What follows belongs to an exercise in optimizing a design on an open flow for small area and a short achievable clock period; a production flow would make more cautious choices. The RTL was checked by simulation tests, not by an equivalence proof against the original design.

==> inputs of wip/onyx <==
Design r19c_top, start of the top module:
module r19c_top (
    input  wire        clk,
    input  wire        rst,
    input  wire        tmr_en,
    input  wire        ie_clr,
    input  wire        ie_set,
    input  wire        tset,
    input  wire [63:0] tset_val,
    input  wire [9:0]  adc_raw,
    input  wire        rev,
    input  wire        echo,
    output wire        trig,
    output wire        status,
    output wire [4:0]  hours,
    output wire [5:0]  minutes,
    output wire [5:0]  seconds,
    output wire [1:0]  clkmode,
    output reg         mainmode,
    output wire [31:0] dist_cm,
    output wire        dist_valid,
    output wire [1:0]  rres,
    output wire [63:0] now_us,
    output wire [63:0] now_ms,
    output reg         hb_stb,
    output reg         sample_stb,
    output reg         view_stb
);
==> module r19c_d5s, before the edit <==
module r19c_d5s (input wire [2:0] r, input wire b, output wire q, output wire [2:0] rn);
    assign q = r[2] | (r[1] & (r[0] | b));
    assign rn[2] = b ? r[2] : (r[1] & ~r[0]);
    assign rn[1] = b ? r[0] : (r[2] | (r[0] & ~r[1]));
    assign rn[0] = b ? ~(r[1] | r[2]) : (r[2] | (r[1] & r[0]));
endmodule
==> module r19c_d5inc, before the edit <==
module r19c_d5inc (
    input  wire [2:0] r,
    input  wire       ci,
    output wire [2:0] rn,
    output wire       co
);
    assign co    = ci & r[2];
    assign rn[0] = ci ? ~r[0] & ~r[2] : r[0];
    assign rn[1] = ci ? r[1] ^ r[0]   : r[1];
    assign rn[2] = ci ? r[1] & r[0]   : r[2];
endmodule
==> module r19c_eqinc, before the edit <==
module r19c_eqinc #(
    parameter N = 8
) (
    input  wire [N-1:0] a,
    input  wire [N-1:0] b,
    input  wire         ci,
    output wire         eq
);
    wire [N-1:0] z = a ^ b;
    wire [N:0]   p;                 
    assign p[0] = 1'b1;
    genvar i;
    generate
        for (i = 0; i < N; i = i + 1) begin : g_p
            assign p[i+1] = p[i] & b[i];
        end
    endgenerate
    wire eq0 = ~(|z);
    wire eq1 = &(z ~^ p[N-1:0]);
    assign eq = ci ? eq1 : eq0;
endmodule
clock: 130.0 ns
lec_check: 0
abc_area: 1
cap_margin: 20
core_margin: 2
core_utilization: 70
place_density: 0.8
slew_margin: 20
standard.sh (not shown) runs the stock make flow with config.mk's settings and CLKGATE_MAP_FILE= SYNTH_SCRIPT=/design/flow/synth_recipe.tcl, a recipe that flattens the netlist after the stock synthesis.
==> flow/flow/run.sh <==
#!/bin/bash
# Layout flow: the standard synthesis, then an area-oriented re-mapping of the
# combinational logic that is off the time-critical paths, then the standard layout.
#
# The cells kept as synthesis mapped them are the flip-flops and the fan-in cones of the
# divider's cut registers (u_tb.q_hi*, u_tb.s_hi*) and of the now_ms outputs; those cones
# hold the paths from the inputs and to the outputs that set the period. Everything else
# is re-mapped by ABC (remap.abc) for area. Each tool writes its own log here.
set -euo pipefail
W=$(pwd)
R=$W/orfs/results/${FLOW_PLATFORM}/r19c_top/base
LIB=${FLOW_HOME}/platforms/${FLOW_PLATFORM}/lib/sky130_fd_sc_hd__tt_025C_1v80.lib
YOSYS=${FLOW_HOME}/../tools/install/yosys/bin/yosys
[[ -x $YOSYS ]] || YOSYS=yosys

bash standard.sh synth > synth.log 2>&1
cp "$R/1_2_yosys.v" netlist_std.v

remap_ok=0
if python3 flow/crit.py netlist_std.v keep.v stubs.v "$LIB" 'u_tb.q_hi,u_tb.s_hi' 'now_ms' > crit.log 2>&1; then
  cat > remap.ys <<EOT
read_liberty -ignore_miss_func $LIB
read_verilog stubs.v
read_verilog keep.v
hierarchy -top ${FLOW_TOP}
flatten
rename -hide w:*.*
opt_clean -purge
abc -script $W/flow/remap.abc -liberty $LIB -dont_use *lpflow* -dont_use *probe* -dont_use *clkdly* -dont_use *dlygate* -dont_use *clkbuf* -dont_use *clkinv*
opt_clean -purge
splitnets
opt_clean -purge
hilomap -singleton -hicell sky130_fd_sc_hd__conb_1 HI -locell sky130_fd_sc_hd__conb_1 LO
insbuf -buf sky130_fd_sc_hd__buf_4 A X
opt_clean -purge
stat
write_verilog -noattr -nohex -nodec remapped_keep.v
EOT
  if "$YOSYS" -s remap.ys > remap.log 2>&1; then
    sed 's/KEEP_sky130/sky130/g' remapped_keep.v > remapped.v
    if python3 flow/ffcheck.py netlist_std.v remapped.v > ffcheck.log 2>&1; then
      remap_ok=1
    fi
  fi
fi
echo "remap_ok=$remap_ok" > remap_status.log
if [[ $remap_ok == 1 ]]; then
  cp remapped.v "$R/1_2_yosys.v"
  touch "$R/1_2_yosys.v"
fi

bash standard.sh > layout.log 2>&1
==> flow/flow/crit.py <==
#!/usr/bin/env python3
"""Mark the cells of the netlist that must keep their mapping: flip-flops, and the
combinational fan-in cones of the given flip-flop name prefixes and output ports.
Writes the netlist with those cells renamed to KEEP_<type>, and blackbox stubs."""
import re, sys
src, dst, stubs, lib = sys.argv[1:5]
ff_prefixes = sys.argv[5].split(',') if len(sys.argv) > 5 and sys.argv[5] else []
out_prefixes = sys.argv[6].split(',') if len(sys.argv) > 6 and sys.argv[6] else []
t = open(src).read()
# pin directions from the liberty
libt = open(lib).read()
dirs = {}
for m in re.finditer(r'cell\s*\(\s*"?(\w+)"?\s*\)\s*\{', libt):
    name = m.group(1)
    end = libt.find('cell (', m.end())
    body = libt[m.end(): end if end > 0 else len(libt)]
    pins = {}
    for pm in re.finditer(r'pin\s*\(\s*"?(\w+)"?\s*\)\s*\{[^{}]*?direction\s*:\s*"?(\w+)"?', body, re.S):
        pins[pm.group(1)] = pm.group(2)
    dirs[name] = pins
inst_re = re.compile(r'^(\s*)(sky130_fd_sc_hd__\w+)\s+(\S+)\s*\((.*?)\);', re.M | re.S)
insts = []
for m in inst_re.finditer(t):
    typ, name, body = m.group(2), m.group(3), m.group(4)
    conns = dict((p, n.strip()) for p, n in re.findall(r'\.(\w+)\(([^()]*)\)', body))
    insts.append((m.start(), m.end(), typ, name, conns))
driver = {}
for i, (_, _, typ, name, conns) in enumerate(insts):
    for p, n in conns.items():
        if dirs.get(typ, {}).get(p) == 'output':
            driver[n] = i
keep = set()
def is_ff(typ):
    base = typ.split('__')[1]
    return base.startswith(('df', 'dl', 'sdf', 'ed', 'conb'))
stack = []
for i, (_, _, typ, name, conns) in enumerate(insts):
    if is_ff(typ):
        keep.add(i)
        nm = name.lstrip('\\')
        if any(nm.startswith(p) for p in ff_prefixes):
            for p, n in conns.items():
                if dirs[typ].get(p) == 'input' and p not in ('CLK',):
                    stack.append(n)
# output ports: nets named like the port
for op in out_prefixes:
    for n in list(driver):
        if n == op or n.startswith(op + '['):
            stack.append(n)
seen = set()
while stack:
    n = stack.pop()
    if n in seen: continue
    seen.add(n)
    i = driver.get(n)
    if i is None or i in keep: continue
    _, _, typ, name, conns = insts[i]
    keep.add(i)
    for p, m2 in conns.items():
        if dirs[typ].get(p) == 'input':
            stack.append(m2)
# rewrite
out = []; pos = 0; types = set()
for i, (s, e, typ, name, conns) in enumerate(insts):
    if i in keep:
        seg = t[s:e]
        seg = seg.replace(typ, 'KEEP_' + typ, 1)
        out.append(t[pos:s]); out.append(seg); pos = e
        types.add(typ)
out.append(t[pos:])
open(dst, 'w').write(''.join(out))
with open(stubs, 'w') as f:
    for typ in sorted(types):
        ports = ', '.join(f"{d} {p}" for p, d in dirs[typ].items() if d in ('input', 'output'))
        f.write(f"(* blackbox *) module KEEP_{typ}({ports}); endmodule\n")
print(f"kept {len(keep)} of {len(insts)} cells", file=sys.stderr)
==> flow/flow/ffcheck.py <==
#!/usr/bin/env python3
"""Exit 0 if two netlists hold the same flip-flop instances (name and cell type)."""
import re, sys
def ffs(path):
    t = open(path).read()
    return sorted((m.group(1), m.group(2)) for m in
                  re.finditer(r'^\s*(sky130_fd_sc_hd__d\w+)\s+(\S+)\s*\(', t, re.M))
a, b = ffs(sys.argv[1]), ffs(sys.argv[2])
print(f"{len(a)} flip-flops in {sys.argv[1]}, {len(b)} in {sys.argv[2]}")
sys.exit(0 if a == b and a else 1)
==> flow/flow/remap.abc <==
strash
&get -n
&fraig -x
&put
scorr
dc2
strash
&get -n
&dch -f
&nf -R 1000
&put
==> wip/sierra (differences from wip/onyx) <==
--- a/flow/design.v
+++ b/flow/design.v
@@ -1,6 +1,11 @@
-module r19c_d5s (input wire [2:0] r, input wire b, output wire q, output wire [2:0] rn);
-    assign q = r[2] | (r[1] & (r[0] | b));
-    assign rn[2] = b ? r[2] : (r[1] & ~r[0]);
-    assign rn[1] = b ? r[0] : (r[2] | (r[0] & ~r[1]));
-    assign rn[0] = b ? ~(r[1] | r[2]) : (r[2] | (r[1] & r[0]));
+module r19c_d5s (
+    input  wire [2:0] r,
+    input  wire       b,
+    output wire       q,
+    output wire [2:0] rn
+);
+    assign q     = (b & r[1]) | (~r[0] & r[1]);
+    assign rn[0] = (b & ~r[0] & ~r[1]) | (~b & r[0] & ~r[1]) | (r[1] & ~r[2]);
+    assign rn[1] = (r[0] & ~r[1]) | (b & ~r[0] & r[1]) | (~b & r[2]);
+    assign rn[2] = (~b & r[0]) | (b & ~r[0] & r[1]);
 endmodule
@@ -37,6 +42,6 @@
 );
-    assign co    = ci & r[2];
-    assign rn[0] = ci ? ~r[0] & ~r[2] : r[0];
-    assign rn[1] = ci ? r[1] ^ r[0]   : r[1];
-    assign rn[2] = ci ? r[1] & r[0]   : r[2];
+    assign co    = ci & r[2] & ~r[0];
+    assign rn[0] = ci ? ~r[1] : r[0];
+    assign rn[1] = ci ? r[0] | (r[1] & ~r[2]) : r[1];
+    assign rn[2] = ci ? (r[0] & ~r[1]) | (r[1] & ~r[2] & ~r[0]) : r[2];
 endmodule
==> wip/nickel (differences from wip/onyx) <==
--- a/flow/design.v
+++ b/flow/design.v
@@ -174,13 +174,11 @@
     wire [N-1:0] z = a ^ b;
-    wire [N:0]   p;                 
-    assign p[0] = 1'b1;
+    wire [N-1:0] inc_ok;
+    assign inc_ok[0] = z[0];
     genvar i;
     generate
-        for (i = 0; i < N; i = i + 1) begin : g_p
-            assign p[i+1] = p[i] & b[i];
+        for (i = 1; i < N; i = i + 1) begin : g_b
+            assign inc_ok[i] = ~(z[i] ^ (z[i-1] & b[i-1]));
         end
     endgenerate
-    wire eq0 = ~(|z);
-    wire eq1 = &(z ~^ p[N-1:0]);
-    assign eq = ci ? eq1 : eq0;
+    assign eq = ci ? (&inc_ok) : ~(|z);
 endmodule
==> flow/run.sh (new file) <==
#!/bin/bash
# synth_recipe.tcl (not shown) runs the flow's synth.tcl, then flattens the netlist and writes it again
# the make line also repeats each setting of config.mk as NAME=value (left out here)
make -C /OpenROAD-flow-scripts/flow DESIGN_CONFIG=/design/flow/config.mk WORK_HOME=/design/flow/orfs CLKGATE_MAP_FILE= SYNTH_SCRIPT=/design/flow/synth_recipe.tcl finish
CORE_UTILIZATION = 40   (was 70)
PLACE_DENSITY = not set   (was 0.8)
removed: flow/flow/run.sh
removed: flow/flow/crit.py
removed: flow/flow/ffcheck.py
removed: flow/flow/remap.abc
removed: flow/standard.sh
==> summary of the runs <==
The lowest worst setup slack belongs to wip/sierra, the highest to wip/nickel.
Of wip/sierra and wip/onyx, wip/onyx has the higher non-clock buffer count (gap 4).
Synthesized cell count: wip/sierra < wip/onyx < wip/nickel.
Global-route usage, highest first: wip/sierra, wip/onyx, wip/nickel.
Worst hold slack: wip/onyx > wip/nickel > wip/sierra.
In wip/onyx the core utilization is higher than in wip/nickel, by 35 points.
Sequential cell count is the same in wip/onyx and wip/sierra.
The highest routed wire length belongs to wip/nickel, the lowest to wip/sierra.
Sequential share of layout area, highest first: wip/sierra, wip/onyx, wip/nickel.
Clock skew, lowest first: wip/onyx, wip/nickel, wip/sierra.
wip/onyx completed with no timing, DRC or antenna violations. wip/sierra finished with timing, DRC and antenna clean. wip/nickel ran to the end with no violations.

[separate check: timing with driven ports]
Ports are ideal in the flow. The routed layouts listed here were re-timed in OpenROAD. Step 1 (the two cells are an assumption about what drives the block):
set clk [get_ports {clk}]
set_driving_cell -lib_cell sky130_fd_sc_hd__clkbuf_16 $clk
set_driving_cell -lib_cell sky130_fd_sc_hd__buf_2 [delete_from_list [all_inputs] $clk]
Step 2, shift: input delay + t, output delay - t, t = (earliest + latest rising clock arrival at the registers) / 2. This alone moves slack from input paths to output paths. Three values: ideal, step 1, step 2; two values: the first two.
run	shift t [ns]	setup slack, ns	clock arrival spread, ns	slew at the worst register clock pin (ns)
wip/onyx	0.634	92.864 / 92.805 / 93.439	0.019 / 0.020	0.07 / 0.07
wip/sierra	0.608	92.820 / 92.757 / 92.531	0.036 / 0.036	0.06 / 0.06
wip/nickel	0.623	92.913 / 92.849 / 93.472	0.024 / 0.024	0.06 / 0.06
After both steps setup and hold are still met in every run listed. For wip/sierra, which loses most, drivers alone change the setup slack by -0.063 ns; drivers and shift together by -0.289 ns.
